This design comes from an exercise in tuning for small area and a short achievable clock period on the open sky130 flow, not from production work. Where RTL was checked, it was by simulation tests only, not by an equivalence proof against the original. Power is estimated from default activity; no workload was simulated.

## cedar
Design ook_decoder, start of the top module:
module ook_decoder (
    input  wire        clk,
    input  wire        rst,
    input  wire        edge_valid,
    input  wire        edge_level,
    input  wire [31:0] edge_ts,
    input  wire        tick,
    output wire        rec_valid,
    output wire [7:0]  rec_id,
    output wire        rec_battery_ok,
    output wire [7:0]  rec_channel,
    output wire [15:0] rec_temp,
    output wire [7:0]  rec_hum,
    output reg  [15:0] ovf_count,
    output reg  [15:0] desync_count
);
    wire        in_mark, in_bit, in_gap, got_mark, bc36;
    wire        do_bit, do_gap, enq, ovf_en, desync_en;
    wire [63:0] enq_frame;
    wire        deq;
    wire        q_empty;
    wire        q_full;
    wire [29:0] q_fields;
    wire        q_match;
    wire        ovf;
    ook_assembler u_asm (
        .clk        (clk),
        .rst        (rst),
        .edge_valid (edge_valid),
        .edge_level (edge_level),
        .edge_ts    (edge_ts),
        .do_bit     (do_bit),
        .do_gap     (do_gap),
        .in_mark    (in_mark),
        .in_bit     (in_bit),
        .in_gap     (in_gap),
        .got_mark   (got_mark),
        .bc36       (bc36),
        .enq_frame  (enq_frame)
    );
    ook_events u_ev (
        .rst        (rst),
        .edge_valid (edge_valid),
        .edge_level (edge_level),
        .got_mark   (got_mark),
        .in_bit     (in_bit),
        .in_gap     (in_gap),
        .bc36       (bc36),
        .ovf_ok     (q_full && !deq && !(&ovf_count)),
        .desync_ok  (!(&desync_count)),
        .do_bit     (do_bit),
        .do_gap     (do_gap),
        .enq        (enq),
        .ovf_en     (ovf_en),
        .desync_en  (desync_en)
    );
    ook_queue u_queue (
        .clk         (clk),
        .rst         (rst),
        .enq         (enq),
        .enq_frame   (enq_frame),
        .deq         (deq),
        .empty       (q_empty),
        .full        (q_full),
        .head_fields (q_fields),
        .head_match  (q_match),
        .ovf         (ovf)
    );
    ook_evaluator u_eval (
        .clk            (clk),
        .rst            (rst),
        .tick           (tick),
  ...
export LEC_CHECK = 0
export CAP_MARGIN = 20
export CORE_MARGIN = 2
export CORE_UTILIZATION = 60
export SLEW_MARGIN = 20
export SYNTH_HIERARCHICAL = 1
create_clock -name core_clock -period 10.0 [get_ports {clk}]
standard.sh (not shown) runs the stock make flow with config.mk's settings and CLKGATE_MAP_FILE= SYNTH_SCRIPT=/design/flow/synth_recipe.tcl, a recipe that flattens the netlist after the stock synthesis.
==> flow/flow/run.sh <==
#!/bin/bash
# Standard layout (the standard.sh: standard synthesis, floorplan,
# placement, CTS, routing) with two changes: the post-placement, post-CTS
# and post-route timing repair aims for a margin below the clock period,
# and the port buffers are a small plain buffer cell.
set -euo pipefail
bash standard.sh SETUP_SLACK_MARGIN=5.5 \
  "BUFFER_PORTS_ARGS=-buffer_cell sky130_fd_sc_hd__buf_2" finish > flow_standard.log 2>&1
For fjord, these inputs were changed with respect to cedar:
Settings: CTS_CLUSTER_DIAMETER newly set to 100; SYNTH_HIERARCHICAL removed (was 1); CTS_CLUSTER_SIZE newly set to 20.
==> flow/flow/run.sh <==
#!/bin/bash
# The standard layout (standard.sh), with these changes:
# - synthesis leaves adders to ABC instead of mapping them to the
#   library's half/full adder cells (ADDER_MAP_FILE empty), so that the
#   timestamp window logic is built as shallow logic;
# - the timing repair after placement, CTS and global routing aims for a
#   margin below the clock period;
# - the port buffers are a small plain buffer cell.
set -euo pipefail
bash standard.sh ADDER_MAP_FILE= SETUP_SLACK_MARGIN=6 \
  "BUFFER_PORTS_ARGS=-buffer_cell sky130_fd_sc_hd__buf_2" finish > flow_standard.log 2>&1
## What came out
cedar → fjord: total placed cells including tap cells went down, area growth from synthesis to final layout dropped 1.2 points, logic depth of the worst path, buffers included rose by 2. On synthesized area, fjord does better than cedar. Looking at wire length across cedar and fjord, the one that comes out higher is cedar. Per the comparison of fjord with cedar, minimum setup slack in the final design increased 0.54 ns, worst hold slack essentially unchanged. The fraction of area in registers of fjord is higher than that of cedar. Sort cedar and fjord by placed standard-cell area desc -> top: cedar. Slowest library cell on the worst path = or4_4: cedar; slowest library cell on the worst path = o31a_4: fjord. Final standard cell area without fillers went down by a few percent going from cedar to fjord. When fjord is set beside cedar, its relative contribution of combinational cells to total power turns out to be 0.8 points larger.
Setup changes, fjord to xenon
Settings: removing CTS_CLUSTER_DIAMETER (formerly 100); removing CTS_CLUSTER_SIZE (formerly 20).
==> flow/flow/run.sh <==
#!/bin/bash
# Standard layout (the standard.sh: standard synthesis, floorplan,
# placement, CTS, routing) with two changes: the post-placement, post-CTS
# and post-route timing repair aims for a margin below the clock period,
# and the port buffers are a small plain buffer cell.
set -euo pipefail
bash standard.sh SETUP_SLACK_MARGIN=5.5 \
  "BUFFER_PORTS_ARGS=-buffer_cell sky130_fd_sc_hd__buf_2" finish > flow_standard.log 2>&1
Findings:
Total placed cells including tap cells: xenon vs fjord down 13. xenon against fjord: global-route usage +0.40 points; logic gate share of total power now smaller; die area now sits at about the same level; clock tree buffer count of the final layout went up 13%. [diff] pre-CTS worst setup slack, xenon relative to fjord: regression. Diff fjord and xenon: cell count higher in xenon. Looking at number of buffers added for setup after CTS across fjord and xenon, the one that comes out higher is fjord. fjord reports its uppermost metal layer occupied by signal nets as met4 while xenon reports met5. In xenon, the clock transition at the register clock pins on the worst setup and hold paths after CTS came out 0.02 ns below the value in fjord. Reported for fjord and xenon, number of synthesized flops with an enable pin turned out identical to the last digit.
Modified inputs, sierra compared to xenon
Settings: an added CTS_CLUSTER_DIAMETER of 100; an added CTS_CLUSTER_SIZE of 20.
==> flow/flow/run.sh <==
#!/bin/bash
# The standard layout (standard.sh), with these changes:
# - synthesis leaves adders to ABC instead of mapping them to the
#   library's half/full adder cells (ADDER_MAP_FILE empty), and does not
#   use the slow 3- and 4-input OR/AND/majority and 2111 cells, so that the
#   timestamp window logic is built as shallow logic;
# - the timing repair after placement, CTS and global routing aims for a
#   margin below the clock period;
# - the port buffers are a small plain buffer cell.
set -euo pipefail
# the platform's don't-use list, plus the slow cells
DU=$(make -s -C "$FLOW_HOME" DESIGN_CONFIG="$PWD/config.mk" WORK_HOME="$PWD/orfs" print-DONT_USE_CELLS | sed -n 's/^DONT_USE_CELLS: //p')
LIB="$FLOW_HOME/platforms/sky130hd/lib/sky130_fd_sc_hd__tt_025C_1v80.lib"
EXTRA=$(grep -oE 'cell \("?sky130_fd_sc_hd__(or3|or3b|or4|or4b|or4bb|and4|and4b|and4bb|a2111o|a2111oi|o2111a|o2111ai|maj3)_[0-9]+' "$LIB" | sed -E 's/cell \("?//' | tr '\n' ' ')
[ -n "$DU" ] || { echo "no platform dont-use list" >&2; exit 1; }
echo "DONT_USE_CELLS=$DU $EXTRA" > flow_dont_use.log
bash standard.sh ADDER_MAP_FILE= SETUP_SLACK_MARGIN=6 "DONT_USE_CELLS=$DU $EXTRA" \
  "BUFFER_PORTS_ARGS=-buffer_cell sky130_fd_sc_hd__buf_2" finish > flow_standard.log 2>&1
--- outcome ---
Comparing xenon with sierra, the overall routed net length came out essentially unchanged. Compared with xenon, sierra shows instance area at placement higher by about 0.4%. Global-route usage in sierra is 0.69 points below xenon. xenon -> sierra: number of vias per cell after detailed routing increased by a few percent.

## build 62
Another version of the RTL of ook_decoder (not shown whole).
Size: roughly 2,000 cells after synthesis, about 110 I/O pins, roughly 24,000 um2 of cells after synthesis.
Settings: LEC_CHECK=0, CAP_MARGIN=20, CORE_MARGIN=2, CORE_UTILIZATION=60, SETUP_SLACK_MARGIN=5, SLEW_MARGIN=20; clock period 10.0 ns.
run.sh (not shown) runs the stock make flow with config.mk's settings and CLKGATE_MAP_FILE= SYNTH_SCRIPT=/design/flow/synth_recipe.tcl, a recipe that flattens the netlist after the stock synthesis.
Stock flow here: none of the scripts above is used.
Build 62 completed; timing, DRC and antenna clean
#### Input delta (build 72 over build 62)
Settings: setting CTS_BUF_LIST to sky130_fd_sc_hd__clkbuf_8 for the first time; setting CTS_CLUSTER_SIZE to 30 for the first time.
==> results.txt <==
Build 62 -> build 72: ratio of final minimum period to clock period flat
Summary of build 72 over build 62: clock skew increased by 0.015 ns relative to the old numbers, flip-flop and latch count closely matched the old numbers, final non-filler cell total higher.
Re final max-slew violation count: no difference whatsoever between build 62 and build 72.
> inputs changed (build 72 -> build 90)
Settings: a deleted CTS_BUF_LIST that had been sky130_fd_sc_hd__clkbuf_8; a deleted CTS_CLUSTER_SIZE that had been 30; a deleted SETUP_SLACK_MARGIN that had been 5; a change of CORE_UTILIZATION from 60 to 40.
==> results.txt <==
- The flow did not stop early for build 90: all stages ran, and the layout cleared the timing, design-rule and antenna checks.
- Compared with build 72, build 90 shows a lower final routed wire length divided by cell count.
- Routing usage on met2 came out lower on build 90 than on build 72.
- Number of antenna violations at the first check in global routing: higher on build 90
- Build 72 and build 90 ended up with roughly the same last weighted congestion value of the routability-driven placer.
- Comparing build 72 and build 90, final clock period utilization by the worst path is lower on build 72.
- Comparing build 90 against build 72, there is no change at all in number of sinks on the clock net.
- Taking build 72 over build 90, the post-placement cell count ratio works out to 0.909.
Modified inputs, build 60 compared to build 90
Settings: a change of CORE_UTILIZATION from 40 to 60.
==> flow/flow/run.sh (new file) <==
#!/bin/bash
# Standard layout (standard synthesis, floorplan, placement, CTS, routing),
# with post-placement/CTS/GRT timing repair aimed below the clock period.
set -euo pipefail
bash standard.sh SETUP_SLACK_MARGIN=6.5 finish > flow_standard.log 2>&1
==> flow/standard.sh (new file) <==
#!/bin/bash
# synth_recipe.tcl (not shown) runs the flow's synth.tcl, then flattens the netlist and writes it again
# the make line also repeats each setting of config.mk as NAME=value (left out here)
make -C /OpenROAD-flow-scripts/flow DESIGN_CONFIG=/design/flow/config.mk WORK_HOME=/design/flow/orfs CLKGATE_MAP_FILE= SYNTH_SCRIPT=/design/flow/synth_recipe.tcl "${@:-finish}"
removed: flow/run.sh
==> results.txt <==
Of build 90 and build 60, the lower area growth from synthesis to final layout belongs to build 90.
Build 60: met1 layer wirelength in the final routing is about 0.6% lower than what build 90 reported.
Sort build 90 and build 60 by total length of routed met3 wires desc -> top: build 60
The final area of build 60 was inferior to that of build 90.
No functional check of the RTL was part of any run of this note.

port drivers added, routing unchanged:
The flow's constraints put no driver on any port. The routed layouts listed below were extracted and timed again, unchanged, in two steps. Step 1 (the two cells are an assumption about what drives the block):
set clk [get_ports {clk}]
set_driving_cell -lib_cell sky130_fd_sc_hd__clkbuf_16 $clk
set_driving_cell -lib_cell sky130_fd_sc_hd__buf_2 [delete_from_list [all_inputs] $clk]
Step 2 adds t to the input delays and takes it off the output delays; t is the mean of the earliest and latest rising clock arrival at the registers after step 1. Input paths then give back, and output paths get back, about the clock's delay inside the block. Three values: ideal ports, drivers, drivers and shift; two values: the first two.
| run | t (ns) | setup WS [ns] | worst setup path at the end |
|---|---|---|---|
| cedar | 0.641 | 5.353 / 5.348 / 4.707 | input to register |
| fjord | 0.635 | 5.894 / 5.919 / 5.284 | input to register |
| xenon | 0.633 | 5.468 / 5.470 / 4.838 | input to register |
| sierra | 0.643 | 5.883 / 5.893 / 5.250 | input to register |
| build 62 | 0.651 | 5.082 / 5.124 / 4.473 | input to register |
| build 72 | 0.693 | 5.082 / 5.114 / 4.421 | input to register |
| build 90 | 0.675 | 3.705 / 3.742 / 3.067 | input to register |
| build 60 | 0.657 | 5.269 / 5.275 / 4.617 | input to register |
After both steps every run listed still meets setup and hold. For build 72, which loses most, drivers alone change the setup slack by +0.032 ns; drivers and shift together by -0.661 ns.
